This design comes from an exercise in tuning for small area on the open sky130 flow, not from production work. At most, simulation tests tie the RTL to the original design; equivalence was not proved. Only the layout flow was run in runs 5 and 6; the RTL was not checked for function there. Power figures rest on the tool's default switching activity, not on a simulated workload.

==> design/flow/design.v <==
module ts100_fprog (
    input  wire        clk,
    input  wire        rst_n,
    input  wire        h_valid,
    input  wire        h_write,
    input  wire [2:0]  h_size,
    input  wire [5:0]  h_addr,
    input  wire [31:0] h_wdata,
    output reg  [31:0] h_rdata,
    output wire        h_err,
    output wire [1:0]  a_op,
    output wire [31:0] a_addr,
    output wire [31:0] a_wdata,
    input  wire [31:0] a_rdata
);
    reg [31:0] fl_addr;
    reg [31:0] fl_data;
    reg [31:0] op_data;
    reg [13:2] op_addr;
    reg [5:0]  wcnt;
    reg [1:0]  os;
    reg        aw;
    reg        ck;
    reg        locked;
    reg        keyseq;
    reg        eop;
    reg        wrperr;
    reg        pgerr;
    reg        verr;
    reg        cmderr;
    reg [3:0]  errcode;
    wire bsy = os[1] | os[0];
    assign h_err = h_valid & ((h_size != 3'd4) | (h_addr[1:0] != 2'b00));
    wire       wr = h_valid & h_write & ~h_err;
    wire [3:0] ra = h_addr[5:2];
    wire wr_key  = wr & (ra == 4'h8);
    wire wr_cmd  = wr & (ra == 4'h9);
    wire wr_addr = wr & (ra == 4'hA);
    wire wr_data = wr & (ra == 4'hB);
    wire wr_stat = wr & (ra == 4'hC);
    wire [31:0] stat_val = {14'd0, os, 3'd0, keyseq, errcode, 1'b0,
                            cmderr, verr, pgerr, wrperr, eop, locked, bsy};
    always @(*) begin
        case (ra)
            4'hA:    h_rdata = fl_addr;
            4'hB:    h_rdata = fl_data;
            4'hC:    h_rdata = stat_val;
            default: h_rdata = 32'd0;
        endcase
    end
    wire in_range  = (fl_addr[31:14] == 18'h02000);
    wire page_algn = (fl_addr[9:0] == 10'd0);
    wire word_algn = (fl_addr[1:0] == 2'd0);
    wire page_wrp  = (fl_addr[13:10] == 4'h0) | (fl_addr[13:10] == 4'hF);
    wire c_res   = |h_wdata[31:2];
    wire c_any   = ~c_res & (h_wdata[1] | h_wdata[0]);    
    wire c_op    = ~c_res & (h_wdata[1] ^ h_wdata[0]);    
    wire c_lk    = ~c_res & h_wdata[1] & h_wdata[0];      
    wire c_algn  = h_wdata[1] ? word_algn : page_algn;
    wire e_res   = wr_cmd & c_res;                                    
    wire e_busy  = wr_cmd & c_any & bsy;                              
    wire do_lock = wr_cmd & c_lk & ~bsy;
    wire c_run   = wr_cmd & c_op & ~bsy;
    wire e_lckd  = c_run & locked;                                    
    wire c_chk   = c_run & ~locked;
    wire e_range = c_chk & ~in_range;                                 
    wire e_align = c_chk & in_range & ~c_algn;                        
    wire e_wrp   = c_chk & in_range & c_algn & page_wrp;              
    wire accept  = c_chk & in_range & c_algn & ~page_wrp;
    wire k_act   = wr_key & locked;
    wire k_match = ((h_wdata & 32'h7777_7777) == 32'h4567_0123) &
                   ((h_wdata & 32'h8888_8888) == ({32{keyseq}} & 32'h8888_8888));
    wire e_key   = k_act & ~k_match;                                  
    wire tick = bsy & ~wr;
    assign a_op[1] = tick & ~aw & ~ck & (os[1] ^ os[0]);
    assign a_op[0] = tick & os[1] & (os[0] | ~aw);
    assign a_addr  = {18'h02000, op_addr, 2'b00};
    assign a_wdata = op_data;
    wire ones    = &a_rdata;
    wire match   = (a_rdata == op_data);
    wire st_ok   = ~a_rdata[1] & a_rdata[0];
    wire st_fail = a_rdata[1] & ~a_rdata[0];
    wire last_w  = &op_addr[9:2];
    wire tmo     = (wcnt == 6'b100000);       
    wire vfy     = tick & os[1] & os[0];
    wire e_ver   = vfy & (ck ? ~match : ~ones);                       
    wire v_done  = vfy & ~e_ver & (ck | last_w);
    wire v_next  = vfy & ~e_ver & ~ck & ~last_w;
    wire awt     = tick & aw;                 
    wire go_v    = awt & st_ok;
    wire e_fail  = awt & st_fail;                                     
    wire e_tmo   = awt & ~st_ok & ~st_fail & tmo;                     
    wire pchk    = tick & ~aw & ck & ~os[0];  
    wire e_ne    = pchk & ~ones;                                      
    wire issue   = tick & ~aw & ~ck & (os[1] ^ os[0]);
    wire finish  = e_ver | v_done | e_fail | e_tmo | e_ne;
    wire set_cmd = e_res | e_busy | e_lckd | e_key | e_range | e_align;
    wire set_pg  = e_ne | e_fail | e_tmo;
    wire raise   = set_cmd | e_wrp | set_pg | e_ver;
    wire [3:0] code;
    assign code[0] = e_res | e_lckd | e_range | e_wrp | (e_fail & ~os[1]) | e_tmo;
    assign code[1] = e_busy | e_lckd | e_align | e_wrp | (e_fail & os[1]) | e_tmo;
    assign code[2] = e_key | e_range | e_align | e_wrp | e_ver;
    assign code[3] = set_pg | e_ver;
    wire no_err  = ~wrperr & ~pgerr & ~verr & ~cmderr;
    wire w1c_clr = wr_stat & ~(wrperr & ~h_wdata[3]) & ~(pgerr & ~h_wdata[4]) &
                   ~(verr & ~h_wdata[5]) & ~(cmderr & ~h_wdata[6]);
    wire ea_ld = wr_addr & rst_n, ea_hd = ~wr_addr & rst_n;
    wire ed_ld = wr_data & rst_n, ed_hd = ~wr_data & rst_n;
    always @(posedge clk) begin
        fl_addr <= (h_wdata & {32{ea_ld}}) | (fl_addr & {32{ea_hd}});
        fl_data <= (h_wdata & {32{ed_ld}}) | (fl_data & {32{ed_hd}});
    end
    always @(posedge clk) begin
        if (accept) begin
            op_addr <= fl_addr[13:2];
            op_data <= fl_data;
        end else if (v_next) begin
            op_addr[9:2] <= op_addr[9:2] + 8'd1;
        end
        if (!aw)
            wcnt <= 6'd0;
        else if (tick)
            wcnt <= {wcnt[4:0], wcnt[5] ^ wcnt[4] ^ (wcnt[4:0] == 5'd0)};
        if (accept) begin
            aw <= 1'b0;
            ck <= h_wdata[1];
        end else begin
            if (issue) aw <= 1'b1;
            if (go_v) begin
                aw <= 1'b0;
                ck <= os[1];
            end
            if (pchk) ck <= 1'b0;
        end
    end
    always @(posedge clk) begin
        if (!rst_n) begin
            os      <= 2'd0;
            locked  <= 1'b1;
            keyseq  <= 1'b0;
            eop     <= 1'b0;
            wrperr  <= 1'b0;
            pgerr   <= 1'b0;
            verr    <= 1'b0;
            cmderr  <= 1'b0;
            errcode <= 4'd0;
        end else begin
            if (accept)      os <= h_wdata[1:0];
            else if (finish) os <= 2'd0;
            else if (go_v)   os <= 2'd3;
            if (k_act) begin
                keyseq <= ~keyseq & k_match;
                if (keyseq & k_match) locked <= 1'b0;
            end
            if (do_lock) begin
                locked <= 1'b1;
                keyseq <= 1'b0;
            end
            eop    <= (eop    & ~(wr_stat & h_wdata[2])) | v_done;
            wrperr <= (wrperr & ~(wr_stat & h_wdata[3])) | e_wrp;
            pgerr  <= (pgerr  & ~(wr_stat & h_wdata[4])) | set_pg;
            verr   <= (verr   & ~(wr_stat & h_wdata[5])) | e_ver;
            cmderr <= (cmderr & ~(wr_stat & h_wdata[6])) | set_cmd;
            if (raise & no_err) errcode <= code;
            else if (w1c_clr)   errcode <= 4'd0;
        end
    end
endmodule
==> design/flow/flow/run.sh <==
#!/bin/bash
set -euo pipefail
cd "$(dirname "$0")/.."
export BUFFER_PORTS_ARGS="-buffer_cell sky130_fd_sc_hd__buf_1"
export CTS_ARGS="-sink_clustering_enable -repair_clock_nets -dont_use_dummy_load -sink_clustering_size 20 -sink_clustering_max_diameter 80 -buf_list {sky130_fd_sc_hd__clkbuf_4}"
bash standard.sh finish > standard_flow.log 2>&1
==> design/flow/standard.sh <==
#!/bin/bash
# synth_recipe.tcl (not shown) runs the flow's synth.tcl, then flattens the netlist and writes it again
# the make line also repeats each setting of config.mk as NAME=value (left out here)
make -C /OpenROAD-flow-scripts/flow DESIGN_CONFIG=/design/flow/config.mk WORK_HOME=/design/flow/orfs CLKGATE_MAP_FILE= SYNTH_SCRIPT=/design/flow/synth_recipe.tcl "${@:-finish}"
==> design/flow/config.mk <==
export PLATFORM = sky130hd
export DESIGN_NAME = ts100_fprog
export DESIGN_NICKNAME = ts100_fprog
export VERILOG_FILES = /design/flow/design.v
export SDC_FILE = /design/flow/constraint.sdc
export NUM_CORES = 4
export LEC_CHECK = 0
export CAP_MARGIN = 20
export CORE_MARGIN = 2
export CORE_UTILIZATION = 40
export SLEW_MARGIN = 20
==> design/flow/constraint.sdc <==
create_clock -name core_clock -period 10.0 [get_ports {clk}]
set_input_delay 2.0000 -clock core_clock [delete_from_list [all_inputs] [get_ports {clk}]]
set_output_delay 2.0000 -clock core_clock [all_outputs]
set_load 0.01 [all_outputs]
==> results of run 1 <==
-- cells by family after synthesis --
logic type	after synthesis
DFF	129
muxes	4
xor gates and xnor gates	39
and+or+nand+nor	170
buffers and inverters	62
AOI/OAI and AO/OA	163
adders and majority gates	5
other	2
-- final cells by class --
type | count | area [sq um]
fillers | 1448 | 7800
flip-flops and latches | 129 | 3030
multi-input cells | 401 | 2740
repair buffers | 159 | 612
well taps | 184 | 230
clock buffers | 17 | 128
inverters | 12 | 45.0
-- Yosys cell counts (all sizes together) (5+ instances only) --
cell type	n
a21boi	5
a21oi	22
a22o	82
a22oi	14
buf	24
clkbuf	26
dfxtp	84
edfxtp	45
ha	5
inv	12
nand2	48
nand3	15
nand4	16
nor2	25
nor4	23
o21ai	12
o31ai	6
or3	7
or4	6
xor2	35
-- final timing paths --
path | endpoint | slack, ns | depth (start not counted)
max | a_op[1] | 4.37 | 6
min | eop | 0.47 | 2
max reg2reg | op_data[3] | 6.42 | 5
min reg2reg | eop | 0.47 | 2
-- power breakdown --
part / switching, uW / internal, uW
logic: 38.0 / 14.6
registers: 0.114 / 538
clock network: 156 / 77.3
total: 194 / 630
-- stage by stage --
stage          hold WS [ns]  instance area, sq um  instances  utilization [%]
2_1_floorplan         0.431                  6060        592                -
3_5_place_dp          0.451                  6660        885             45.6
3_3_place_gp          0.447                  6660        885             45.6
6_report              0.466                  6790        902             46.5
5_1_grt               0.495                  6790        902             46.5
4_1_cts               0.464                  6790        902             46.5
-- per-layer routing --
layer	GRT usage, %	vias up	part of all wire, %	wire [um]
met4	8.60	0	2.5	457
met1	32.0	2498	46	8480
met3	6.07	34	7.5	1400
met5	0	-	0	0
met2	35.0	232	44	8280
li1	-	2432	-	-
-- worst register-to-register path: stages (launching register included) --
cell	delay [ns]
dfxtp_1	0.35
nor4_1	0.46
nand4_1	0.24
nor4_1	0.54
or4b_2	0.74
nor2_4	0.82
-- state kept, by name (all words and copies together) (netlist names), 2 cells and up --
name     flops
os           2
fl_addr     32
wcnt         6
op_data     32
op_addr     12
fl_data     32
errcode      4
==> results_dict.tcl, run 1 <==
set metrics [dict create \
    syn_inst 574 \
    worstSetupStartpoint "h_valid" \
    fin_skew_ns 0.0464 \
    post-route-period-util_pct 56.3 \
    max_freq_ghz 0.178 \
    grt_pass1_vias 5021 \
    ir_drop_mv 0.0618 \
    worst-path-buf-inv 2 \
    grt_pass1_wl_mm 28.4 \
    post_cts_buffers 0 \
    grt_max_degree 37 \
    cpPeakStageDelay_ns 0.84 \
    clock_latency_ns 0.56 \
    cts_hold_buffers 0 \
    synth_compound_area_share_pct 21.0 \
    antenna_left 0 \
    critical_path_required_ns 8.00 \
    drive_above_1_share_pct 4.87 \
    critPathKind "in -> out" \
    synth_top_family_by_area "compound AO/OA/AOI/OAI gates" \
    tritoncts "done" \
    wl_per_cell_um 20.6 \
    routabilityCongestion 0.948 \
    rsz0062_at_grt "no" \
    synthMuxAreaShare_pct 0.668 \
    drv_slew 0 \
    coreArea_sq_um 14600 \
    synth_warnings 1 \
    cp_slowest_cell "a21oi_1" \
    cpMostUsedCell "buf_1" \
    grt_use_total_pct 23.2 \
    place_hpwl_mm 14.1 \
    synth_edf_count 45 \
    n_antenna_cell 0 \
    netlist_area_sq_um 6000 \
    synth_area_leaders "dfxtp_1 28%, edfxtp_1 23%, a22o_1 12%, xor2_1 5.1%, nand2_1 3.0%" \
    vias 5196 \
    cts_resized 0 \
    cp_data_arrival_time_ns 3.63 \
    cts_buffer_depth 2 \
    slew_headroom_pct 29.2 \
    syn2layout_area_growth_pct 13.2 \
    die_area_sq_um 16000 \
    cp_max_fo 14 \
    status "timing/DRC/antenna clean" \
    cts_sinks 129 \
    globalRoute.totalOverflow 0 \
    crit_family "compound AO/OA/AOI/OAI gates" \
    nNetsFinal 802 \
    tightest_slew_ns 1.06 \
    total_power_uw 825 \
    cap_violations 0 \
    worst_slack_ns 4.37 \
    cts.clk_slew.worst_paths_ns 0.08 \
    drc 0 \
    viasPerCell 5.76 \
    die_w_um 126 \
    yosys_register_bits 129 \
    hp-class "reg -> reg" \
    hold_start "eop" \
    wl_mm 18.6 \
    finalSetupViolCount 0 \
    dr.pass1.iters 5 \
    drt_iter0_drc 386 \
    async_flop_share_pct 0 \
    port_buffers 155 \
    start_util_pct 41.1 \
    yosys.area_share.simple_pct 15.3 \
    hold_viol 0 \
    die_y_um 126 \
    num_rows 44 \
    yosysSeqAreaShare_pct 50.6 \
    synth_top_area_cell "dfxtp_1" \
    final_common_cell "buf_1" \
    layout_common_cells "155 x buf_1, 84 x dfxtp_1, 82 x a22o_1" \
    critPathLaunchType "primary input" \
    synth_cell_types 57 \
    avgSynthCellArea_sq_um 10.4 \
    power.leakage_uw 0.00249 \
    netlist.area_leader.share_pct 28.0 \
    place_ws_ns 4.37 \
    yosys.area_share.adder_pct 1.04 \
    reg2reg_from "fl_addr[19]" \
    cellPowerDensity_nw_per_um2 122 \
    cts_inserted_buffers 17 \
    top_level_ports 176 \
    ys.flop_type "dfxtp_1" \
    cts_root_buf "clkbuf_4" \
    fin_crit_ns 5.63 \
    worstPathCellList "buf_1, nor4bb_1, a21oi_1, and3b_1, nor2b_1, buf_1" \
    antenna_found_initial 0 \
    cp-end-kind "output pin" \
    cts.htree.levels 4 \
    synth-xor-area-share_pct 5.70 \
    fin_tns_setup_ns 0 \
]
==> run 2: changes to the inputs <==
==> design/flow/flow/run.sh (replaced) <==
#!/bin/bash
set -euo pipefail
cd "$(dirname "$0")/.."
export BUFFER_PORTS_ARGS="-buffer_cell sky130_fd_sc_hd__buf_1"
export CTS_ARGS="-repair_clock_nets -dont_use_dummy_load -buf_list {sky130_fd_sc_hd__clkbuf_4}"
bash standard.sh finish > standard_flow.log 2>&1
==> run 2 against run 1 <==
Net effect: still clean on timing, DRC and antenna; register-to-register slack about the same; via count unchanged; total power unchanged; die area unchanged; utilization unchanged; maximum frequency unchanged; global-route usage unchanged.
==> results_dict.tcl, run 2 <==
set metrics [dict create \
    synth_warnings 1 \
    coreArea_sq_um 14600 \
    cpMostUsedCell "buf_1" \
    crit_family "compound AO/OA/AOI/OAI gates" \
    grt_use_total_pct 23.2 \
    grt_pass1_vias 5021 \
    cp_max_fo 14 \
    power.leakage_uw 0.00249 \
    finalSetupViolCount 0 \
    cpPeakStageDelay_ns 0.84 \
    worst_slack_ns 4.37 \
    tritoncts "done" \
    fin_tns_setup_ns 0 \
    cts_buffer_depth 2 \
    reg2reg_from "fl_addr[19]" \
    cts_inserted_buffers 17 \
    wl_mm 18.6 \
    grt_pass1_wl_mm 28.4 \
    nNetsFinal 802 \
    grt_max_degree 37 \
    cp_data_arrival_time_ns 3.63 \
    async_flop_share_pct 0 \
    cp_slowest_cell "a21oi_1" \
    antenna_left 0 \
    antenna_found_initial 0 \
    cellPowerDensity_nw_per_um2 122 \
    cts_hold_buffers 0 \
    yosys_register_bits 129 \
    drive_above_1_share_pct 4.87 \
    n_antenna_cell 0 \
    cts.htree.levels 4 \
    die_w_um 126 \
    drc 0 \
    worstPathCellList "buf_1, nor4bb_1, a21oi_1, and3b_1, nor2b_1, buf_1" \
    synth_edf_count 45 \
    critical_path_cell_count 6 \
    rsz0062_at_grt "no" \
    synth_area_leaders "dfxtp_1 28%, edfxtp_1 23%, a22o_1 12%, xor2_1 5.1%, nand2_1 3.0%" \
    port_buffers 155 \
    fin_cells 902 \
    layout_common_cells "155 x buf_1, 84 x dfxtp_1, 82 x a22o_1" \
    fin_crit_ns 5.63 \
    ir_drop_mv 0.0618 \
    total_power_uw 825 \
    start_util_pct 41.1 \
    status "timing/DRC/antenna clean" \
    critPathKind "in -> out" \
    post-route-period-util_pct 56.3 \
    num_rows 44 \
    cts_sinks 129 \
    globalRoute.totalOverflow 0 \
    drt_iter0_drc 386 \
    synth_top_area_cell "dfxtp_1" \
    syn2layout_area_growth_pct 13.2 \
    cts_resized 0 \
    fin_skew_ns 0.0464 \
    routabilityCongestion 0.948 \
    synth_cell_types 57 \
    clock_latency_ns 0.56 \
    slew_headroom_pct 29.2 \
    critical_path_required_ns 8.00 \
    tightest_slew_ns 1.06 \
    post_cts_buffers 0 \
    max_freq_ghz 0.178 \
    final_common_cell "buf_1" \
    n_fill_cell 1448 \
    place_hpwl_mm 14.1 \
    avgSynthCellArea_sq_um 10.4 \
    drv_slew 0 \
    cts.clk_slew.worst_paths_ns 0.08 \
    worst-r2r-cell-count 5 \
    top_regs "fl_addr: 32 flops, fl_data: 32 flops, op_data: 32 flops" \
    wl_per_cell_um 20.6 \
    worstSetupStartpoint "h_valid" \
    netlist.area_leader.share_pct 28.0 \
    synth_common_cells "84 x dfxtp_1, 82 x a22o_1, 48 x nand2_1, 45 x edfxtp_1, 35 x xor2_1" \
    hp-class "reg -> reg" \
    cap_violations 0 \
    dpl.cell_count 885 \
    syn_inst 574 \
    top_level_ports 176 \
    synth_most_common_cell "dfxtp_1" \
    die_area_sq_um 16000 \
    hold_viol 0 \
    place_ws_ns 4.37 \
    critPathLaunchType "primary input" \
    worst-path-buf-inv 2 \
    die_y_um 126 \
    ys.flop_type "dfxtp_1" \
    regToRegSetupSlack_ns 6.42 \
    cp-end-kind "output pin" \
    yosysSeqAreaShare_pct 50.6 \
    vias 5196 \
    dr.pass1.iters 5 \
    crit_end "a_op[1]" \
    netlist_area_sq_um 6000 \
    hold_start "eop" \
    cts_root_buf "clkbuf_4" \
    viasPerCell 5.76 \
    r2r_end "op_data[3]" \
]
## run 2: cell counts in the layout (fill, tap and decap cells not counted)
No cell type changed its count.
## run 2: cell families (layout without fill, tap and decap cells)
| logic type | after synthesis | count (layout) | share of synthesized area, % |
|---|---|---|---|
| XOR/XNOR | 39 | 39 | 5.70 |
| flip-flops | 129 | 129 | 50.6 |
| other | 2 | 20 | 0.125 |
| adder cells (fa/ha/maj) | 5 | 5 | 1.04 |
| buffers and inverters | 62 | 188 | 5.53 |
| AO/OA/AOI/OAI | 163 | 163 | 21.0 |
| AND/OR/NAND/NOR | 170 | 170 | 15.3 |
| multiplexers | 4 | 4 | 0.668 |
## run 2: final cells by class
class                   instances  area [sq um]  share of cell area, %
flip-flops and latches        129          3030                   44.7
multi-input cells             401          2740                   40.3
repair buffers                159           612                   9.02
well taps                     184           230                   3.39
clock buffers                  17           128                   1.88
inverters                      12          45.0                  0.664
## run 2: power by group
part           internal, uW  leakage [uW]  switching, uW
Clock                  77.3     0.0000782            156
Sequential              538       0.00115          0.114
Combinational          14.6       0.00126           38.0
## run 2: worst min path at each step
| stage | end | slack, ns | depth (start not counted) |
|---|---|---|---|
| floorplan | op_data[10] | 0.43 | 0 |
| global placement | eop | 0.45 | 2 |
| detailed placement | eop | 0.45 | 2 |
| CTS | eop | 0.46 | 2 |
| global route | op_data[28] | 0.50 | 0 |
| finish | eop | 0.47 | 2 |
## run 2: routing by layer
metal | up-vias | global-route usage (%) | share of wire, %
met5 | - | 0 | 0
met4 | 0 | 8.60 | 2.5
met3 | 34 | 6.07 | 7.5
met2 | 232 | 35.0 | 44
met1 | 2498 | 32.0 | 46
li1 | 2432 | - | -
## run 2: per-stage QoR
stage	hold WS (ns)	cell area (sq um)	util (%)
floorplan	0.431	6060	-
global placement	0.447	6660	45.6
detailed placement	0.451	6660	45.6
CTS	0.464	6790	46.5
global route	0.495	6790	46.5
finish	0.466	6790	46.5
## run 2: worst register-to-register path: stages, from the launching register on
cell,delay (ns)
dfxtp_1,0.35
nor4_1,0.46
nand4_1,0.24
nor4_1,0.54
or4b_2,0.74
nor2_4,0.82
==> run 3: changes to the inputs <==
==> design/flow/flow/run.sh (replaced) <==
#!/bin/bash
set -euo pipefail
cd "$(dirname "$0")/.."
export BUFFER_PORTS_ARGS="-buffer_cell sky130_fd_sc_hd__buf_1"
export CTS_ARGS="-sink_clustering_enable -repair_clock_nets -dont_use_dummy_load -sink_clustering_levels 1 -sink_clustering_size 32 -sink_clustering_max_diameter 150 -buf_list {sky130_fd_sc_hd__clkbuf_8}"
bash standard.sh finish > standard_flow.log 2>&1
==> run 3 against run 2 <==
Net effect: still clean; utilization up 0.73 points; register-to-register slack better by 0.09 ns; synthesized cell count is the same; critical path depth unchanged; worst setup slack gained 0.0098 ns; largest power group unchanged; highest routed layer unchanged.
==> results_dict.tcl, run 3 <==
set metrics [dict create \
    status "timing/DRC/antenna clean" \
    synth_most_common_cell "dfxtp_1" \
    layout_common_cells "155 x buf_1, 84 x dfxtp_1, 82 x a22o_1" \
    drt_iter0_drc 391 \
    dpl.cell_count 885 \
    post_cts_buffers 0 \
    fin_cells 902 \
    antenna_found_initial 0 \
    hold_viol 0 \
    top_level_ports 176 \
    ys.flop_type "dfxtp_1" \
    antenna_left 0 \
    regToRegSetupSlack_ns 6.51 \
    wl_per_cell_um 20.6 \
    start_util_pct 41.1 \
    worst-r2r-cell-count 5 \
    grt_pass1_vias 5026 \
    viasPerCell 5.73 \
    cts_sinks 129 \
    max_freq_ghz 0.178 \
    critPathLaunchType "primary input" \
    synth_area_leaders "dfxtp_1 28%, edfxtp_1 23%, a22o_1 12%, xor2_1 5.1%, nand2_1 3.0%" \
    n_antenna_cell 0 \
    tightest_slew_ns 1.05 \
    total_power_uw 908 \
    rsz0062_at_grt "no" \
    cts_buffer_depth 2 \
    drv_slew 0 \
    cts.htree.levels 4 \
    cellPowerDensity_nw_per_um2 132 \
    tritoncts "done" \
    cap_violations 0 \
    cts_resized 0 \
    fin_crit_ns 5.62 \
    hp-class "reg -> reg" \
    port_buffers 155 \
    routabilityCongestion 0.948 \
    synth_common_cells "84 x dfxtp_1, 82 x a22o_1, 48 x nand2_1, 45 x edfxtp_1, 35 x xor2_1" \
    ir_drop_mv 0.0617 \
    yosysSeqAreaShare_pct 50.6 \
    wl_mm 18.6 \
    cts_root_buf "clkbuf_8" \
    cp-end-kind "output pin" \
    fin_tns_setup_ns 0 \
    die_w_um 126 \
    nNetsFinal 802 \
    critical_path_required_ns 8.00 \
    num_rows 44 \
    synth_cell_types 57 \
    slew_headroom_pct 30.0 \
    async_flop_share_pct 0 \
    syn2layout_area_growth_pct 14.9 \
    worstSetupStartpoint "h_valid" \
    cp_data_arrival_time_ns 3.62 \
    netlist_area_sq_um 6000 \
    clock_latency_ns 0.44 \
    grt_max_degree 37 \
    cts_inserted_buffers 17 \
    cts_hold_buffers 0 \
    drive_above_1_share_pct 4.87 \
    crit_end "a_op[1]" \
    syn_inst 574 \
    cts.clk_slew.worst_paths_ns 0.06 \
    die_y_um 126 \
    die_area_sq_um 16000 \
    vias 5170 \
    r2r_end "op_data[25]" \
    fin_skew_ns 0.0227 \
    coreArea_sq_um 14600 \
    yosys_register_bits 129 \
    synth_top_area_cell "dfxtp_1" \
    power.leakage_uw 0.00254 \
    top_regs "fl_addr: 32 flops, fl_data: 32 flops, op_data: 32 flops" \
    final_common_cell "buf_1" \
    post-route-period-util_pct 56.2 \
    critPathKind "in -> out" \
    grt_use_total_pct 23.2 \
    finalSetupViolCount 0 \
    drc 0 \
    cp_max_fo 14 \
    globalRoute.totalOverflow 0 \
    grt_pass1_wl_mm 28.4 \
    dr.pass1.iters 5 \
    synth_warnings 1 \
    synth_edf_count 45 \
    reg2reg_from "fl_addr[19]" \
    place_hpwl_mm 14.1 \
    avgSynthCellArea_sq_um 10.4 \
    netlist.area_leader.share_pct 28.0 \
]
## run 3: routing by layer
layer,vias to the layer above,share of wire [%],global-route usage [%],routed length [um]
met5,-,0,0,0
met4,0,2.1,9.31,392
met3,29,6.9,5.27,1290
met2,212,45,35.2,8320
met1,2498,46,32.1,8620
li1,2431,-,-,-
## run 3: how the worst min path moves through the flow
stage | start | endpoint | depth (start not counted)
2_1_floorplan | fl_data[10] | op_data[10] | 0
3_3_place_gp | eop | eop | 2
3_5_place_dp | eop | eop | 2
4_1_cts | eop | eop | 2
5_1_grt | eop | eop | 2
6_report | eop | eop | 2
## run 3: cells by family after synthesis
logic type / synth area share, %
AO/OA/AOI/OAI: 21.0
XOR/XNOR: 5.70
adder cells (fa/ha/maj): 1.04
buffers and inverters: 5.53
flip-flops: 50.6
multiplexers: 0.668
other: 0.125
AND/OR/NAND/NOR: 15.3
## run 3: where the power goes
group | internal (uW) | total [uW] | switching (uW) | leakage [uW]
logic | 14.6 | 52.5 | 37.9 | 0.00126
registers | 539 | 539 | 0.115 | 0.00115
clock network | 149 | 317 | 168 | 0.000122
total | 703 | 908 | 206 | 0.00254
## run 3: area by class of cell
type / instances / area, sq um
Timing Repair Buffer: 159 / 612
Multi-Input combinational cell: 401 / 2740
Tap cell: 184 / 230
Inverter: 12 / 45.0
Sequential cell: 129 / 3030
Clock buffer: 17 / 234
Fill cell: 1431 / 7700
## run 3: worst max-delay path: stages
cell	delay [ns]
buf_1	0.08
nor4bb_1	0.14
a21oi_1	0.83
and3b_1	0.29
nor2b_1	0.13
buf_1	0.16
## run 3: stage by stage
step           setup WS [ns]  util (%)  hold WS, ns  area, sq um
2_1_floorplan           4.50         -        0.431         6060
4_1_cts                 4.38      47.2        0.460         6890
5_1_grt                 4.19      47.2        0.495         6890
3_3_place_gp            4.45      45.6        0.447         6660
3_5_place_dp            4.37      45.6        0.451         6660
6_report                4.38      47.2        0.462         6890
==> run 4: changes to the inputs <==
==> design/flow/flow/run.sh (replaced) <==
#!/bin/bash
set -euo pipefail
cd "$(dirname "$0")/.."
export BUFFER_PORTS_ARGS="-buffer_cell sky130_fd_sc_hd__buf_1"
export CTS_ARGS="-sink_clustering_enable -repair_clock_nets -dont_use_dummy_load -sink_clustering_size 10 -buf_list {sky130_fd_sc_hd__clkbuf_2 sky130_fd_sc_hd__clkbuf_4}"
bash standard.sh finish > standard_flow.log 2>&1
==> run 4 against run 3 <==
Net effect: maximum frequency fell by 0.17%; still clean; routed wire length barely moved; worst setup slack got worse by 0.0098 ns; utilization fell by 0.73 points; die area did not move; non-clock buffer count did not move; total power fell by 9.2%; combinational power barely moved; final area fell by 1.5%; cell count did not move; global-route usage barely moved; clock skew rose by 0.024 ns.
==> results_dict.tcl, run 4 <==
set metrics [dict create \
    yosys_register_bits 129 \
    cts_buffer_depth 2 \
    reg2reg_from "fl_addr[19]" \
    cts_resized 0 \
    synth_warnings 1 \
    worst-r2r-cell-count 5 \
    ys.flop_type "dfxtp_1" \
    met3_length_mm 1.40 \
    critPathKind "in -> out" \
    fin_cells 902 \
    synth_compound_area_share_pct 21.0 \
    tritoncts "done" \
    top_level_ports 176 \
    place_hpwl_mm 14.1 \
    rsz0062_at_grt "no" \
    cts_inserted_buffers 17 \
    hold_start "eop" \
    clock_latency_ns 0.56 \
    synth_area_leaders "dfxtp_1 28%, edfxtp_1 23%, a22o_1 12%, xor2_1 5.1%, nand2_1 3.0%" \
    synth-xor-area-share_pct 5.70 \
    fin_util_pct 46.5 \
    drc 0 \
    multi_input_area_sq_um 2740 \
    vias 5196 \
    top_regs "fl_addr: 32 flops, fl_data: 32 flops, op_data: 32 flops" \
    n_fill_cell 1448 \
    avgSynthCellArea_sq_um 10.4 \
    grt_use_total_pct 23.2 \
    power.leakage_uw 0.00249 \
    final_common_cell "buf_1" \
    grt_pass1_vias 5021 \
    cap_violations 0 \
    hp-class "reg -> reg" \
    synthMuxAreaShare_pct 0.668 \
    drv_slew 0 \
    cp_max_fo 14 \
    cp_data_arrival_time_ns 3.63 \
    synth_top_family_by_area "compound AO/OA/AOI/OAI gates" \
    wl_met1_mm 8.48 \
    wl_per_cell_um 20.6 \
    cellPowerDensity_nw_per_um2 122 \
    wl_mm 18.6 \
    min_to "eop" \
    layout_common_cells "155 x buf_1, 84 x dfxtp_1, 82 x a22o_1" \
    coreArea_sq_um 14600 \
    synth_edf_count 45 \
    synth_common_cells "84 x dfxtp_1, 82 x a22o_1, 48 x nand2_1, 45 x edfxtp_1, 35 x xor2_1" \
    globalRoute.totalOverflow 0 \
    ir_drop_mv 0.0618 \
    fin_crit_ns 5.63 \
    fin_area_sq_um 6790 \
    post_cts_buffers 0 \
    dr.pass1.iters 5 \
    worst-path-buf-inv 2 \
    synth_most_common_cell "dfxtp_1" \
    post-route-period-util_pct 56.3 \
    syn2layout_area_growth_pct 13.2 \
    fin_skew_ns 0.0464 \
    antenna_left 0 \
    top_layer_used "met4" \
    async_flop_share_pct 0 \
    seqCellArea_sq_um 3030 \
    placed_area_sq_um 6660 \
    drt_iter0_drc 386 \
    yosysSeqAreaShare_pct 50.6 \
    cp-end-kind "output pin" \
    min_path_cells 2 \
    cts.clk_slew.worst_paths_ns 0.08 \
    die_area_sq_um 16000 \
    netlist_area_sq_um 6000 \
    cts_sinks 129 \
    die_w_um 126 \
    hold_viol 0 \
    cts_root_buf "clkbuf_4" \
    n_antenna_cell 0 \
    dpl.cell_count 885 \
    synth_top_area_cell "dfxtp_1" \
    cpMostUsedCell "buf_1" \
    grt_max_degree 37 \
    yosys.area_share.simple_pct 15.3 \
    routabilityCongestion 0.948 \
    tightest_slew_ns 1.06 \
    critical_path_required_ns 8.00 \
    worstPathCellList "buf_1, nor4bb_1, a21oi_1, and3b_1, nor2b_1, buf_1" \
    wl_met2_mm 8.28 \
    fin_tns_setup_ns 0 \
    critPathLaunchType "primary input" \
    regToRegSetupSlack_ns 6.42 \
    port_buffers 155 \
    slew_headroom_pct 29.2 \
    r2r_end "op_data[3]" \
    crit_family "compound AO/OA/AOI/OAI gates" \
    start_util_pct 41.1 \
    yosys.area_share.adder_pct 1.04 \
    viasPerCell 5.76 \
    status "timing/DRC/antenna clean" \
    antenna_found_initial 0 \
    netlist.area_leader.share_pct 28.0 \
    max_freq_ghz 0.178 \
    cts_hold_buffers 0 \
    cp_slowest_cell "a21oi_1" \
    grt_pass1_wl_mm 28.4 \
    drive_above_1_share_pct 4.87 \
    finalSetupViolCount 0 \
    cpPeakStageDelay_ns 0.84 \
    syn_inst 574 \
    cts.htree.levels 4 \
    nNetsFinal 802 \
    synth_cell_types 57 \
    die_y_um 126 \
    num_rows 44 \
    total_power_uw 825 \
]
==> run 4: per-stage QoR <==
step                setup WS (ns)  hold slack [ns]
floorplan                    4.50            0.431
global placement             4.45            0.447
detailed placement           4.37            0.451
CTS                          4.38            0.464
global route                 4.19            0.495
finish                       4.37            0.466
==> run 4: how the worst max path moves through the flow <==
stage,from,to,slack [ns],depth (start not counted)
after detailed placement,h_valid,a_op[1],4.37,6
final,h_valid,a_op[1],4.37,6
after CTS,h_valid,a_op[1],4.38,6
after floorplan,h_wdata[10],op_addr[10],4.50,6
after global placement,h_write,a_op[1],4.45,6
after global routing,h_valid,a_op[1],4.19,6
==> run 4: worst min-delay path: cells and delay by family (launching register included) <==
kind	cells	cell delay (ns)
AO/OA/AOI/OAI	1	0.05
flip-flops	1	0.32
AND/OR/NAND/NOR	1	0.05
==> run 4: area by class of cell <==
| cell class | instances | area share, % |
|---|---|---|
| clock buffers | 17 | 1.88 |
| inverters | 12 | 0.664 |
| multi-input cells | 401 | 40.3 |
| flip-flops and latches | 129 | 44.7 |
| well taps | 184 | 3.39 |
| repair buffers | 159 | 9.02 |
==> run 4: kinds of logic after synthesis <==
kind of cell / count (synthesis)
other: 2
adders and majority gates: 5
DFF: 129
AOI/OAI and AO/OA: 163
and+or+nand+nor: 170
buffers and inverters: 62
muxes: 4
xor gates and xnor gates: 39
==> run 4: routing by layer <==
metal  up-vias  GRT usage, %
met5         -             0
met4         0          8.60
met3        34          6.07
met2       232          35.0
met1      2498          32.0
li1       2432             -
==> run 4: where the power goes <==
part	total (uW)	switching [uW]	internal [uW]
clock	234	156	77.3
combinational	52.6	38.0	14.6
sequential	538	0.114	538
==> run 5: changes to the inputs <==
--- a/design/flow/design.v
+++ b/design/flow/design.v
@@ -22,6 +22,4 @@
     reg        aw;
     reg        ck;
-    reg        locked;
-    reg        keyseq;
     reg        eop;
     reg        wrperr;
@@ -31,4 +29,6 @@
     reg [3:0]  errcode;
     wire bsy = os[1] | os[0];
+    wire locked = ~bsy & aw;
+    wire keyseq = ~bsy & ck;
     assign h_err = h_valid & ((h_size != 3'd4) | (h_addr[1:0] != 2'b00));
     wire       wr = h_valid & h_write & ~h_err;
@@ -62,6 +62,6 @@
     wire do_lock = wr_cmd & c_lk & ~bsy;
     wire c_run   = wr_cmd & c_op & ~bsy;
-    wire e_lckd  = c_run & locked;                                    
-    wire c_chk   = c_run & ~locked;
+    wire e_lckd  = c_run & aw;                                        
+    wire c_chk   = c_run & ~aw;
     wire e_range = c_chk & ~in_range;                                 
     wire e_align = c_chk & in_range & ~c_algn;                        
@@ -70,5 +70,5 @@
     wire k_act   = wr_key & locked;
     wire k_match = ((h_wdata & 32'h7777_7777) == 32'h4567_0123) &
-                   ((h_wdata & 32'h8888_8888) == ({32{keyseq}} & 32'h8888_8888));
+                   ((h_wdata & 32'h8888_8888) == ({32{ck}} & 32'h8888_8888));
     wire e_key   = k_act & ~k_match;                                  
     wire tick = bsy & ~wr;
@@ -123,7 +123,18 @@
         else if (tick)
             wcnt <= {wcnt[4:0], wcnt[5] ^ wcnt[4] ^ (wcnt[4:0] == 5'd0)};
-        if (accept) begin
+    end
+    always @(posedge clk) begin
+        if (!rst_n) begin
+            aw <= 1'b1;
+            ck <= 1'b0;
+        end else if (accept) begin
             aw <= 1'b0;
             ck <= h_wdata[1];
+        end else if (finish | do_lock) begin
+            aw <= do_lock;
+            ck <= 1'b0;
+        end else if (k_act) begin
+            aw <= ~(ck & k_match);
+            ck <= ~ck & k_match;
         end else begin
             if (issue) aw <= 1'b1;
@@ -138,6 +149,4 @@
         if (!rst_n) begin
             os      <= 2'd0;
-            locked  <= 1'b1;
-            keyseq  <= 1'b0;
             eop     <= 1'b0;
             wrperr  <= 1'b0;
@@ -150,12 +159,4 @@
             else if (finish) os <= 2'd0;
             else if (go_v)   os <= 2'd3;
-            if (k_act) begin
-                keyseq <= ~keyseq & k_match;
-                if (keyseq & k_match) locked <= 1'b0;
-            end
-            if (do_lock) begin
-                locked <= 1'b1;
-                keyseq <= 1'b0;
-            end
             eop    <= (eop    & ~(wr_stat & h_wdata[2])) | v_done;
             wrperr <= (wrperr & ~(wr_stat & h_wdata[3])) | e_wrp;
==> run 5 against run 4 <==
Net effect: cell count rose by 2.4%; still clean; clock power barely moved; first-iteration DRC count up 40%.
==> results_dict.tcl, run 5 <==
set metrics [dict create \
    cts_buffer_depth 2 \
    yosys.area_share.adder_pct 1.18 \
    fin_tns_setup_ns 0 \
    cp-end-kind "output pin" \
    cp_data_arrival_time_ns 3.65 \
    clock_latency_ns 0.55 \
    fin_crit_ns 5.65 \
    grt_pass1_vias 5199 \
    vias 5486 \
    synth_compound_area_share_pct 21.9 \
    fin_skew_ns 0.0319 \
    cts_inserted_buffers 17 \
    syn_inst 592 \
    synth-xor-area-share_pct 5.56 \
    r2r_end "op_addr[9]" \
    die_w_um 128 \
    place_hpwl_mm 15.0 \
    top_level_ports 176 \
    dr.pass1.iters 5 \
    multi_input_area_sq_um 2890 \
    slew_headroom_pct 37.0 \
    max_freq_ghz 0.177 \
    power.leakage_uw 0.00260 \
    synth_common_cells "83 x dfxtp_1, 82 x a22o_1, 44 x edfxtp_1, 35 x xor2_1" \
    final_common_cell "buf_1" \
    ir_drop_mv 0.0741 \
    cts.htree.levels 4 \
    grt_pass1_wl_mm 30.3 \
    port_buffers 155 \
    layout_common_cells "155 x buf_1, 83 x dfxtp_1, 82 x a22o_1" \
    cts_hold_buffers 0 \
    reg2reg_from "os[1]" \
    yosys.area_share.simple_pct 16.1 \
    critPathLaunchType "primary input" \
    rsz0062_at_grt "no" \
    fin_cells 924 \
    viasPerCell 5.94 \
    synth_area_leaders "dfxtp_1 27%, edfxtp_1 21%, a22o_1 12%, xor2_1 5.0%, nor4_1 3.3%" \
    ys.flop_type "dfxtp_1" \
    dpl.cell_count 906 \
    grt_max_degree 35 \
    coreArea_sq_um 15100 \
    drc 0 \
    top_regs "fl_addr: 32 flops, fl_data: 32 flops, op_data: 32 flops" \
    num_rows 45 \
    antenna_left 0 \
    tritoncts "done" \
    n_fill_cell 1519 \
    synth_top_area_cell "dfxtp_1" \
    avgSynthCellArea_sq_um 10.4 \
    critical_path_required_ns 8.00 \
    finalSetupViolCount 0 \
    yosysSeqAreaShare_pct 48.5 \
    antenna_found_initial 1 \
    async_flop_share_pct 0 \
    seqCellArea_sq_um 2980 \
    grt_use_total_pct 24.5 \
    netlist_area_sq_um 6150 \
    cellPowerDensity_nw_per_um2 118 \
    die_y_um 128 \
    worstSetupStartpoint "h_addr[0]" \
    wl_per_cell_um 21.5 \
    die_area_sq_um 16400 \
    syn2layout_area_growth_pct 13.0 \
    regToRegSetupSlack_ns 6.59 \
    netlist.area_leader.share_pct 27.0 \
    hp-class "reg -> reg" \
    start_util_pct 40.7 \
    synth_warnings 1 \
    routabilityCongestion 0.852 \
    wl_mm 19.8 \
    tightest_slew_ns 0.943 \
    post_cts_buffers 0 \
    cts_sinks 127 \
    cts_resized 0 \
    nNetsFinal 819 \
    synth_edf_count 44 \
    hold_viol 0 \
    synth_top_family_by_area "compound AO/OA/AOI/OAI gates" \
    drt_iter0_drc 541 \
    drv_slew 0 \
    drive_above_1_share_pct 6.94 \
    worst-r2r-cell-count 7 \
    synth_most_common_cell "dfxtp_1" \
    cap_violations 0 \
    synth_cell_types 74 \
    synthMuxAreaShare_pct 0.672 \
    status "timing/DRC/antenna clean" \
    crit_end "a_op[1]" \
    cts.clk_slew.worst_paths_ns 0.10 \
    yosys_register_bits 127 \
    globalRoute.totalOverflow 0 \
    cts_root_buf "clkbuf_4" \
    post-route-period-util_pct 56.5 \
    critPathKind "in -> out" \
    cp_max_fo 12 \
]
## run 5: cells by family after synthesis
logic type                 Yosys count
DFF                                127
xor gates and xnor gates            39
other                                2
buffers and inverters               76
and+or+nand+nor                    173
adders and majority gates            6
AOI/OAI and AO/OA                  165
muxes                                4
## run 5: area by class of cell
class	instances	area share (%)
diodes	1	0.0360
clock buffers	17	1.84
well taps	188	3.38
flip-flops and latches	127	42.9
multi-input cells	407	41.6
repair buffers	160	8.91
inverters	24	1.30
## run 5: metrics by stage
stage	area, sq um	worst slack, ns	hold WS [ns]	utilization (%)	total power [uW]
after CTS	6950	4.35	0.466	46.0	825
after global placement	6820	4.42	0.450	45.2	594
after floorplan	6210	4.84	0.431	-	571
after detailed placement	6820	4.36	0.456	45.2	594
after global routing	6950	4.17	0.499	46.1	851
final	6950	4.35	0.473	46.1	818
## run 5: power breakdown
part           internal (uW)  switching [uW]  total [uW]  leakage, uW
Sequential               530           0.125         530      0.00114
Combinational           14.5            39.2        53.7      0.00138
Clock                   77.3             157         234    0.0000782
## run 5: critical path: stages
cell      delay [ns]
buf_1           0.08
and4bb_2        0.29
a21oi_1         0.66
and3_2          0.30
nor2b_1         0.14
buf_1           0.16
## run 5: how the worst min path moves through the flow
stage,from,endpoint,slack (ns),cells after the start
after floorplan,fl_data[10],op_data[10],0.43,0
after global placement,fl_data[23],op_data[23],0.45,0
after detailed placement,eop,eop,0.46,2
after CTS,fl_data[23],op_data[23],0.47,0
after global routing,eop,eop,0.50,2
final,fl_data[23],op_data[23],0.47,0
## run 5: metal layers
layer / vias up / track usage (%) / routed length, um / share of wire (%)
li1: 2520 / - / - / -
met1: 2652 / 34.9 / 9180 / 46
met2: 295 / 37.7 / 8770 / 44
met3: 19 / 4.88 / 1590 / 8.0
met4: 0 / 7.63 / 280 / 1.4
met5: - / 0 / 0 / 0
==> run 6: changes to the inputs <==
==> design/flow/flow/run.sh (replaced) <==
#!/bin/bash
# The standard layout with three changes:
#  * after the standard synthesis, the combinational logic is re-mapped for
#    area with ABC (flip-flops and their names untouched, see remap.sh);
#  * the port buffers are the smallest buffer cell;
#  * the clock tree uses clkbuf_4 cells and no dummy loads.
set -euo pipefail
cd "$(dirname "$0")/.."
work=$PWD
export BUFFER_PORTS_ARGS="-buffer_cell sky130_fd_sc_hd__buf_1"
export CTS_ARGS="-sink_clustering_enable -repair_clock_nets -dont_use_dummy_load -sink_clustering_size 10 -buf_list {sky130_fd_sc_hd__clkbuf_2 sky130_fd_sc_hd__clkbuf_4}"
res=$work/orfs/results/$FLOW_PLATFORM/ts100_fprog/base
lib=$FLOW_HOME/platforms/$FLOW_PLATFORM/lib/sky130_fd_sc_hd__tt_025C_1v80.lib

# 1. standard synthesis, up to the Yosys netlist
bash standard.sh "$res/1_2_yosys.v" > standard_synth.log 2>&1

# 2. area re-map of the combinational logic
cp "$res/1_2_yosys.v" "$work/synth_standard.v"
bash flow/remap.sh "$work/synth_standard.v" "$work/synth_remap.v" "$lib" "$work/flow/remap.abc" > remap.log 2>&1
cp "$work/synth_remap.v" "$res/1_2_yosys.v"
touch "$res/1_2_yosys.v"

# 3. the rest of the standard layout
bash standard.sh finish > standard_flow.log 2>&1
==> design/flow/flow/remap.abc (new file) <==
&get -n
&st
&deepsyn -T 60
&dch -f
&nf -R 1000 -p
&put
topo
==> design/flow/flow/remap.sh (new file) <==
#!/bin/bash
# remap.sh IN.v OUT.v LIB ABC_SCRIPT
# Re-maps the combinational logic of a mapped netlist for area with ABC. Every
# flip-flop and tie cell instance is kept as it is (same name, same cell), so
# the registers stay those of the standard synthesis.
set -euo pipefail
in=$1; out=$2; lib=$3; script=$4
yosys_bin=$(command -v yosys || echo "$FLOW_HOME/../tools/install/yosys/bin/yosys")
keep=$(grep -oE "sky130_fd_sc_hd__(df|edf|sdf|dl|conb)[a-z0-9_]*" "$in" | sort -u | tr '\n' ' ')
cat > "$out.ys" <<EOT
read_liberty -ignore_miss_func $lib
read_verilog $in
hierarchy -top $FLOW_TOP
setattr -mod -set keep_hierarchy 1 $keep
flatten
rename -hide w:*.*
opt_clean -purge
abc -liberty $lib -dont_use sky130_fd_sc_hd__probe_p_8 -dont_use sky130_fd_sc_hd__probec_p_8 -dont_use sky130_fd_sc_hd__lpflow_* -script $script
splitnets
opt_clean -purge
hilomap -singleton -hicell sky130_fd_sc_hd__conb_1 HI -locell sky130_fd_sc_hd__conb_1 LO
insbuf -buf sky130_fd_sc_hd__buf_4 A X
blackbox $keep
write_verilog -noattr -noexpr $out
EOT
"$yosys_bin" -s "$out.ys"
--- a/design/flow/config.mk
+++ b/design/flow/config.mk
@@ -9,3 +9,4 @@
 export CORE_MARGIN = 2
 export CORE_UTILIZATION = 40
+export PLACE_DENSITY = 0.7
 export SLEW_MARGIN = 20
==> run 6 against run 5 <==
Net effect: still clean on timing, DRC and antenna; via count decreased by 2.5%; cell count decreased by 4.3%; total power decreased by 0.22%; register-to-register slack improved by 0.03 ns.
==> results_dict.tcl, run 6 <==
set metrics [dict create \
    cap_violations 0 \
    grt_max_degree 56 \
    nNetsFinal 782 \
    cts_sinks 127 \
    met3_length_mm 1.75 \
    fin_util_pct 47.6 \
    drt_iter0_drc 596 \
    cts_root_buf "clkbuf_4" \
    netlist_area_sq_um 5610 \
    antenna_left 0 \
    hold_viol 0 \
    fin_crit_ns 5.46 \
    top_level_ports 176 \
    hold_ws_ns 0.470 \
    layout_common_cells "155 x buf_1, 91 x a22o_1, 83 x dfxtp_1" \
    cts_inserted_buffers 17 \
    drive_above_1_share_pct 4.27 \
    routabilityCongestion 0.930 \
    n_fill_cell 1342 \
    drc 0 \
    cp_data_arrival_time_ns 3.46 \
    dr.pass1.iters 9 \
    cts.clk_slew.worst_paths_ns 0.12 \
    globalRoute.totalOverflow 0 \
    clock_latency_ns 0.54 \
    top_layer_used "met4" \
    placed_area_sq_um 6420 \
    crit_family "simple AND/OR/NAND/NOR gates" \
    worstPathCellList "buf_1, nor3_1, nand3b_1, nand3b_1, nand3_1, nor4b_1, buf_1" \
    wl_mm 19.0 \
    tightest_slew_ns 0.889 \
    final_common_cell "buf_1" \
    fin_tns_setup_ns 0 \
    reg2reg_from "fl_addr[31]" \
    cts_hold_buffers 0 \
    fin_area_sq_um 6550 \
    drv_slew 0 \
    worstSetupStartpoint "h_addr[0]" \
    wl_per_cell_um 21.5 \
    vias 5348 \
    slew_headroom_pct 40.6 \
    coreArea_sq_um 13800 \
    place_hpwl_mm 14.2 \
    critPathKind "in -> out" \
    die_area_sq_um 15000 \
    post-route-period-util_pct 54.6 \
    worst-path-buf-inv 2 \
    cts_buffer_depth 2 \
    critical_path_required_ns 8.00 \
    hold_start "fl_data[17]" \
    top_regs "fl_addr: 32 flops, fl_data: 32 flops, op_data: 32 flops" \
    grt_pass1_wl_mm 28.8 \
    avgSynthCellArea_sq_um 10.7 \
    rsz0062_at_grt "no" \
    synth_warnings 1 \
    syn2layout_area_growth_pct 16.7 \
    power.leakage_uw 0.00223 \
    worst_slack_ns 4.54 \
    viasPerCell 6.05 \
    status "timing/DRC/antenna clean" \
    cts.htree.levels 4 \
    port_buffers 155 \
    start_util_pct 40.8 \
    grt_use_total_pct 25.6 \
    wl_met2_mm 8.40 \
    fin_skew_ns 0.0431 \
    cp_max_fo 7 \
    die_w_um 122 \
    wl_met1_mm 8.46 \
    cp_slowest_cell "nor4b_1" \
    die_y_um 122 \
    place_ws_ns 4.50 \
    ir_drop_mv 0.0609 \
    syn_inst 526 \
    finalSetupViolCount 0 \
    cellPowerDensity_nw_per_um2 125 \
    tritoncts "done" \
    cpPeakStageDelay_ns 0.37 \
    max_freq_ghz 0.183 \
    post_cts_buffers 0 \
    cp-end-kind "output pin" \
    critPathLaunchType "primary input" \
    antenna_found_initial 1 \
    num_rows 43 \
    hp-class "reg -> reg" \
    cts_resized 0 \
    grt_pass1_vias 5040 \
]
[run 6: routing by layer]
layer  GRT usage, %  up-vias
met5              0        -
met4           8.41        0
met3           4.69       32
met2           39.0      345
met1           36.7     2568
li1               -     2403
[run 6: final cells by class]
class,instances,area (sq um),area share [%]
diodes,1,2.50,0.0382
clock buffers,17,128,1.95
inverters,39,146,2.23
multi-input cells,358,2430,37.1
flip-flops and latches,127,2980,45.5
well taps,180,225,3.44
repair buffers,162,634,9.68
[run 6: final timing paths]
path | endpoint | slack [ns] | cells past startpoint
max reg2reg | os[0] | 6.62 | 10
min | op_data[17] | 0.47 | 0
min reg2reg | op_data[17] | 0.47 | 0
max | a_op[1] | 4.54 | 7
[run 6: power breakdown]
part | total (uW) | internal, uW | switching [uW]
Combinational | 52.3 | 14.9 | 37.4
Clock | 234 | 77.5 | 156
Sequential | 530 | 530 | 0.102
Total | 816 | 622 | 194
[run 6: per-stage QoR]
step | power (uW) | instances
floorplan | 567 | 544
global placement | 592 | 866
detailed placement | 593 | 866
CTS | 820 | 883
global route | 845 | 884
finish | 816 | 884
==> run 7: changes to the inputs <==
--- a/design/flow/design.v
+++ b/design/flow/design.v
@@ -18,5 +18,5 @@
     reg [31:0] op_data;
     reg [13:2] op_addr;
-    reg [5:0]  wcnt;
+    reg [4:0]  wcnt;
     reg [1:0]  os;
     reg        aw;
@@ -31,5 +31,5 @@
     wire locked = ~bsy & aw;
     wire keyseq = ~bsy & ck;
-    assign h_err = h_valid & ((h_size != 3'd4) | (h_addr[1:0] != 2'b00));
+    assign h_err = (h_size != 3'd4) | (h_addr[1:0] != 2'b00);
     wire       wr = h_valid & h_write & ~h_err;
     wire [3:0] ra = h_addr[5:2];
@@ -82,5 +82,5 @@
     wire st_fail = a_rdata[1] & ~a_rdata[0];
     wire last_w  = &op_addr[9:2];
-    wire tmo     = (wcnt == 6'b100000);       
+    wire tmo     = (wcnt == 5'b10000) & ~ck;  
     wire vfy     = tick & os[1] & os[0];
     wire e_ver   = vfy & (ck ? ~match : ~ones);                       
@@ -120,7 +120,7 @@
         end
         if (!aw)
-            wcnt <= 6'd0;
+            wcnt <= 5'd0;
         else if (tick)
-            wcnt <= {wcnt[4:0], wcnt[5] ^ wcnt[4] ^ (wcnt[4:0] == 5'd0)};
+            wcnt <= {wcnt[3:0], ck};
     end
     always @(posedge clk) begin
@@ -139,4 +139,5 @@
         end else begin
             if (issue) aw <= 1'b1;
+            if (awt) ck <= wcnt[4] ^ wcnt[3] ^ ({wcnt[3:0], ck} == 5'd0);
             if (go_v) begin
                 aw <= 1'b0;
==> run 7 against run 6 <==
Net effect: still clean on timing, DRC and antenna; clock skew fell by 0.0047 ns; cell count rose by 0.57%; die area is 0.41% lower; sequential share of layout area about the same; first-iteration DRC count up 1.8%; count of clock-buffer cells in the layout stayed put; critical endpoint is now h_rdata[9]; largest cell class unchanged.
==> results_dict.tcl, run 7 <==
set metrics [dict create \
    status "timing/DRC/antenna clean" \
    worst-path-buf-inv 3 \
    antenna_left 0 \
    post_cts_buffers 0 \
    wl_mm 19.5 \
    syn2layout_area_growth_pct 16.5 \
    drc 0 \
    grt_max_degree 37 \
    top_level_ports 176 \
    switching_share_pct 24.1 \
    critPathLaunchType "primary input" \
    cp_slowest_cell "a222oi_1" \
    seqCellArea_sq_um 2960 \
    fin_skew_ns 0.0384 \
    synth_warnings 1 \
    grt_use_total_pct 26.3 \
    power.leakage_uw 0.00222 \
    dpl.cell_count 871 \
    top_regs "fl_addr: 32 flops, fl_data: 32 flops, op_data: 32 flops" \
    cpPeakStageDelay_ns 0.60 \
    fin_tns_setup_ns 0 \
    cts_sinks 126 \
    cap_violations 0 \
    clockPowerShare_pct 29.0 \
    p_int_uw 617 \
    syn_inst 532 \
    tightest_slew_ns 0.763 \
    port_buffers 155 \
    cp-end-kind "output pin" \
    pwr-share-seq_pct 64.6 \
    tritoncts "done" \
    post-route-period-util_pct 56.0 \
    cp_data_arrival_time_ns 3.60 \
    fin_crit_ns 5.60 \
    crit_family "compound AO/OA/AOI/OAI gates" \
    cellPowerDensity_nw_per_um2 125 \
    cp_max_fo 15 \
    finalSetupViolCount 0 \
    drv_slew 0 \
    combPwrFrac_pct 6.3 \
    place_hpwl_mm 14.4 \
    die_y_um 122 \
    vias 5397 \
    rsz0062_at_grt "no" \
    power_switching_uw 196 \
    worstPathCellList "buf_1, nor2_1, and3_1, a222oi_1, clkinv_1, buf_1" \
    die_area_sq_um 14900 \
    grt_pass1_wl_mm 29.0 \
    drt_iter0_drc 607 \
    final_common_cell "buf_1" \
    start_util_pct 40.6 \
    cts.clk_slew.worst_paths_ns 0.09 \
    antenna_found_initial 1 \
    slew_headroom_pct 49.1 \
    dr.pass1.iters 6 \
    cts.htree.levels 4 \
    hp-class "reg -> reg" \
    globalRoute.totalOverflow 0 \
    regToRegSetupSlack_ns 6.56 \
    cts_resized 0 \
    num_rows 43 \
    viasPerCell 6.07 \
    routabilityCongestion 0.978 \
    clock_latency_ns 0.55 \
    nNetsFinal 787 \
    fin_cells 889 \
    cts_buffer_depth 2 \
    coreArea_sq_um 13800 \
    grt_pass1_vias 4992 \
    wl_per_cell_um 21.9 \
    hold_viol 0 \
    layout_common_cells "155 x buf_1, 93 x a22o_1, 82 x dfxtp_1" \
    cts_inserted_buffers 17 \
    cpMostUsedCell "buf_1" \
    netlist_area_sq_um 5590 \
    die_w_um 122 \
    max_freq_ghz 0.179 \
    cts_root_buf "clkbuf_4" \
    avgSynthCellArea_sq_um 10.5 \
    multi_input_area_sq_um 2390 \
    cts_hold_buffers 0 \
    ir_drop_mv 0.0887 \
    n_fill_cell 1349 \
    critPathKind "in -> out" \
    critical_path_required_ns 8.00 \
    drive_above_1_share_pct 4.24 \
]
-- run 7: cell types whose count changed in the layout (fill, tap and decap cells not counted), sizes merged, moves of 5 or more --
cell / change
clkinv: +5
nand2: +5
nand3: -5
nand4: +7
nor2: +5
-- run 7: path summary, 6_finish.rpt --
kind                             startpoint     endpoint  cells after the start
worst max-delay path              h_addr[2]   h_rdata[9]                      6
worst min-delay path            fl_data[13]  op_data[13]                      0
worst max register to register   op_data[3]   errcode[1]                     12
worst min register to register  fl_data[13]  op_data[13]                      0
-- run 7: layout make-up --
| class | instances | area share (%) |
|---|---|---|
| Timing Repair Buffer | 162 | 9.74 |
| Multi-Input combinational cell | 359 | 36.8 |
| Clock buffer | 17 | 1.96 |
| Inverter | 44 | 2.54 |
| Tap cell | 180 | 3.46 |
| Sequential cell | 126 | 45.5 |
| Antenna cell | 1 | 0.0384 |
-- run 7: layer usage --
layer	wire, um	GRT usage (%)	share of wire, %	vias up
li1	-	-	-	2421
met3	1830	5.44	9.4	22
met2	8990	39.7	46	326
met1	8330	37.7	43	2628
met5	0	0	0	-
met4	306	8.62	1.6	0
-- run 7: stage by stage --
stage          power [uW]  instance area (sq um)  setup WS [ns]  utilization, %  hold WS [ns]
2_1_floorplan         562                   5660           3.81               -         0.431
3_3_place_gp          587                   6380           4.54            46.3         0.441
3_5_place_dp          588                   6380           4.49            46.3         0.444
4_1_cts               815                   6510           4.48            47.3         0.466
5_1_grt               842                   6510           4.31            47.3         0.471
6_report              814                   6510           4.40            47.3         0.473
-- run 7: power groups by stage --
| stage | sequential (uW) | clock, uW | combinational, uW |
|---|---|---|---|
| finish | 526 | 236 | 51.5 |
| global route | 526 | 261 | 55.2 |
| CTS | 526 | 239 | 50.3 |
| floorplan | 538 | 0 | 24.5 |
| detailed placement | 538 | 0 | 50.1 |
| global placement | 538 | 0 | 49.4 |
==> run 8: changes to the inputs <==
--- a/design/flow/design.v
+++ b/design/flow/design.v
@@ -18,8 +18,10 @@
     reg [31:0] op_data;
     reg [13:2] op_addr;
-    reg [4:0]  wcnt;
+    reg [5:0]  wcnt;
     reg [1:0]  os;
     reg        aw;
     reg        ck;
+    reg        locked;
+    reg        keyseq;
     reg        eop;
     reg        wrperr;
@@ -29,7 +31,5 @@
     reg [3:0]  errcode;
     wire bsy = os[1] | os[0];
-    wire locked = ~bsy & aw;
-    wire keyseq = ~bsy & ck;
-    assign h_err = (h_size != 3'd4) | (h_addr[1:0] != 2'b00);
+    assign h_err = h_valid & ((h_size != 3'd4) | (h_addr[1:0] != 2'b00));
     wire       wr = h_valid & h_write & ~h_err;
     wire [3:0] ra = h_addr[5:2];
@@ -62,6 +62,6 @@
     wire do_lock = wr_cmd & c_lk & ~bsy;
     wire c_run   = wr_cmd & c_op & ~bsy;
-    wire e_lckd  = c_run & aw;                                        
-    wire c_chk   = c_run & ~aw;
+    wire e_lckd  = c_run & locked;                                    
+    wire c_chk   = c_run & ~locked;
     wire e_range = c_chk & ~in_range;                                 
     wire e_align = c_chk & in_range & ~c_algn;                        
@@ -70,5 +70,5 @@
     wire k_act   = wr_key & locked;
     wire k_match = ((h_wdata & 32'h7777_7777) == 32'h4567_0123) &
-                   ((h_wdata & 32'h8888_8888) == ({32{ck}} & 32'h8888_8888));
+                   ((h_wdata & 32'h8888_8888) == ({32{keyseq}} & 32'h8888_8888));
     wire e_key   = k_act & ~k_match;                                  
     wire tick = bsy & ~wr;
@@ -82,5 +82,5 @@
     wire st_fail = a_rdata[1] & ~a_rdata[0];
     wire last_w  = &op_addr[9:2];
-    wire tmo     = (wcnt == 5'b10000) & ~ck;  
+    wire tmo     = (wcnt == 6'b100000);       
     wire vfy     = tick & os[1] & os[0];
     wire e_ver   = vfy & (ck ? ~match : ~ones);                       
@@ -120,24 +120,12 @@
         end
         if (!aw)
-            wcnt <= 5'd0;
+            wcnt <= 6'd0;
         else if (tick)
-            wcnt <= {wcnt[3:0], ck};
-    end
-    always @(posedge clk) begin
-        if (!rst_n) begin
-            aw <= 1'b1;
-            ck <= 1'b0;
-        end else if (accept) begin
+            wcnt <= {wcnt[4:0], wcnt[5] ^ wcnt[4] ^ (wcnt[4:0] == 5'd0)};
+        if (accept) begin
             aw <= 1'b0;
             ck <= h_wdata[1];
-        end else if (finish | do_lock) begin
-            aw <= do_lock;
-            ck <= 1'b0;
-        end else if (k_act) begin
-            aw <= ~(ck & k_match);
-            ck <= ~ck & k_match;
         end else begin
             if (issue) aw <= 1'b1;
-            if (awt) ck <= wcnt[4] ^ wcnt[3] ^ ({wcnt[3:0], ck} == 5'd0);
             if (go_v) begin
                 aw <= 1'b0;
@@ -150,4 +138,6 @@
         if (!rst_n) begin
             os      <= 2'd0;
+            locked  <= 1'b1;
+            keyseq  <= 1'b0;
             eop     <= 1'b0;
             wrperr  <= 1'b0;
@@ -160,4 +150,12 @@
             else if (finish) os <= 2'd0;
             else if (go_v)   os <= 2'd3;
+            if (k_act) begin
+                keyseq <= ~keyseq & k_match;
+                if (keyseq & k_match) locked <= 1'b0;
+            end
+            if (do_lock) begin
+                locked <= 1'b1;
+                keyseq <= 1'b0;
+            end
             eop    <= (eop    & ~(wr_stat & h_wdata[2])) | v_done;
             wrperr <= (wrperr & ~(wr_stat & h_wdata[3])) | e_wrp;
--- a/design/flow/config.mk
+++ b/design/flow/config.mk
@@ -9,4 +9,3 @@
 export CORE_MARGIN = 2
 export CORE_UTILIZATION = 40
-export PLACE_DENSITY = 0.7
 export SLEW_MARGIN = 20
==> run 8 against run 7 <==
Net effect: still clean on timing, DRC and antenna; sequential power increased by 2%; global-route usage is 0.66 points lower; worst setup slack improved by 0.090 ns; clock power about the same; register-to-register slack worse by 0.07 ns; largest cell class unchanged; largest power group unchanged.
==> results_dict.tcl, run 8 <==
set metrics [dict create \
    status "timing/DRC/antenna clean" \
    synth_warnings 1 \
    hold_ws_ns 0.450 \
    syn2layout_area_growth_pct 16.4 \
    grt_use_total_pct 25.6 \
    cts.htree.levels 4 \
    fin_crit_ns 5.51 \
    cts_inserted_buffers 17 \
    cts_root_buf "clkbuf_4" \
    die_area_sq_um 15100 \
    netlist_area_sq_um 5660 \
    globalRoute.totalOverflow 0 \
    layout_common_cells "155 x buf_1, 91 x a22o_1, 84 x dfxtp_1" \
    grt_pass1_wl_mm 28.6 \
    worstPathCellList "buf_1, nor2_1, and3_1, a222oi_1, clkinv_1, buf_1" \
    drt_iter0_drc 432 \
    cellPowerDensity_nw_per_um2 125 \
    rsz0062_at_grt "no" \
    viasPerCell 6.01 \
    drive_above_1_share_pct 4.12 \
    coreArea_sq_um 13800 \
    clock_latency_ns 0.52 \
    crit_family "simple AND/OR/NAND/NOR gates" \
    power.leakage_uw 0.00225 \
    ir_drop_mv 0.0544 \
    avgSynthCellArea_sq_um 10.7 \
    tightest_slew_ns 0.961 \
    cpPeakStageDelay_ns 0.51 \
    die_y_um 123 \
    cpMostUsedCell "buf_1" \
    cts_sinks 129 \
    post_cts_buffers 0 \
    place_hpwl_mm 14.6 \
    syn_inst 528 \
    worst-path-buf-inv 3 \
    top_level_ports 176 \
    dr.pass1.iters 8 \
    cp_slowest_cell "a222oi_1" \
    tritoncts "done" \
    routabilityCongestion 0.938 \
    critPathLaunchType "primary input" \
    grt_pass1_vias 4873 \
    drc 0 \
    hold_viol 0 \
    finalSetupViolCount 0 \
    fin_skew_ns 0.0388 \
    antenna_left 0 \
    fin_tns_setup_ns 0 \
    final_common_cell "buf_1" \
    max_freq_ghz 0.181 \
    cts_buffer_depth 2 \
    cts_resized 0 \
    start_util_pct 40.9 \
    hp-class "reg -> reg" \
    critPathKind "in -> out" \
    vias 5319 \
    critical_path_required_ns 8.00 \
    cts_hold_buffers 0 \
    wl_mm 19.6 \
    cp_data_arrival_time_ns 3.51 \
    top_regs "fl_addr: 32 flops, fl_data: 32 flops, op_data: 32 flops" \
    drv_slew 0 \
    die_w_um 123 \
    grt_max_degree 57 \
    cp_max_fo 15 \
    cp-end-kind "output pin" \
    total_power_uw 825 \
    antenna_found_initial 1 \
    port_buffers 155 \
    nNetsFinal 783 \
    post-route-period-util_pct 55.1 \
    cts.clk_slew.worst_paths_ns 0.12 \
    cap_violations 0 \
    wl_per_cell_um 22.1 \
    slew_headroom_pct 35.8 \
    num_rows 43 \
]
==> run 8: changes by cell type in the layout (fill, tap and decap cells not counted), sizes merged, moves of 4 or more <==
cell | previous run | this run
nand2 | 43 | 39
o2bb2ai | 4 | 9
o21ai | 14 | 24
nand4 | 21 | 15
nor2b | 6 | 12
nor3 | 7 | 11
o22ai | 14 | 7
nand3 | 11 | 7
a21oi | 11 | 4
a221oi | 9 | 5
nor2 | 22 | 13
a21boi | 2 | 6
==> run 8: metrics by stage <==
stage               worst slack, ns  cells  util (%)  instance area [sq um]
floorplan                      3.63    546         -                   5730
global placement               4.59    867      46.7                   6450
detailed placement             4.52    867      46.7                   6450
CTS                            4.51    884      47.6                   6580
global route                   4.41    885      47.6                   6590
finish                         4.49    885      47.6                   6590
==> run 8: power by group <==
| group | leakage (uW) | switching, uW | internal, uW |
|---|---|---|---|
| Combinational | 0.00102 | 36.8 | 14.5 |
| Sequential | 0.00115 | 0.102 | 538 |
| Clock | 0.0000782 | 158 | 77.7 |
| Total | 0.00225 | 195 | 631 |
==> run 8: worst paths after layout <==
path | start | end | slack [ns] | depth (start not counted)
worst max register to register | fl_addr[31] | op_addr[9] | 6.49 | 8
worst min-delay path | fl_data[13] | op_data[13] | 0.45 | 0
worst min register to register | fl_data[13] | op_data[13] | 0.45 | 0
worst max-delay path | h_addr[2] | h_rdata[10] | 4.49 | 6
==> run 8: layer usage <==
metal / global-route usage (%) / routed length [um] / up-vias
met5: 0 / 0 / -
met4: 7.83 / 320 / 0
met3: 5.26 / 1680 / 26
met2: 40.5 / 9050 / 293
met1: 35.4 / 8520 / 2597
li1: - / - / 2403
==> run 8: layout make-up <==
type | instances | area [sq um]
Inverter | 46 | 173
Sequential cell | 129 | 3030
Antenna cell | 1 | 2.50
Timing Repair Buffer | 161 | 627
Clock buffer | 17 | 128
Fill cell | 1367 | 7240
Tap cell | 180 | 225
Multi-Input combinational cell | 351 | 2400
==> run 8: worst reg2reg max path, stage by stage, from the launching register on <==
cell	delay, ns
dfxtp_1	0.35
or4b_1	0.54
nor3_1	0.19
nand4_1	0.24
or4_1	0.49
nand2b_1	0.21
nor2b_4	0.12
buf_4	0.56
a31o_1	0.44

afterwards: timing with drivers on the ports:
How much do the figures lean on ideal ports? The routed layouts below were timed once more, with nothing changed but the port constraints. Step 1 assumes that a clkbuf_16 drives the clock port and a buf_2 every other input. Step 2 also shifts input and output timing later by t, the mid clock arrival at the registers, as if the neighbouring blocks saw the same clock. a / b / c = ideal / step 1 / step 2; a / b = the first two.
run	t (ns)	setup slack, ns	pins driven straight from the clock port
run 1	0.574	4.374 / 4.354 / 4.354	1
run 2	0.574	4.374 / 4.354 / 4.354	1
run 3	0.471	4.383 / 4.363 / 4.363	1
run 4	0.574	4.374 / 4.354 / 4.354	1
run 5	0.568	4.349 / 4.319 / 4.319	1
run 6	0.551	4.536 / 4.517 / 4.517	1
run 7	0.560	4.398 / 4.369 / 4.369	1
run 8	0.532	4.488 / 4.460 / 4.460	1
After both steps every run listed still meets setup and hold. The setup slack of run 5, which loses most, moves by -0.030 ns with the drivers and by -0.030 ns with both steps.
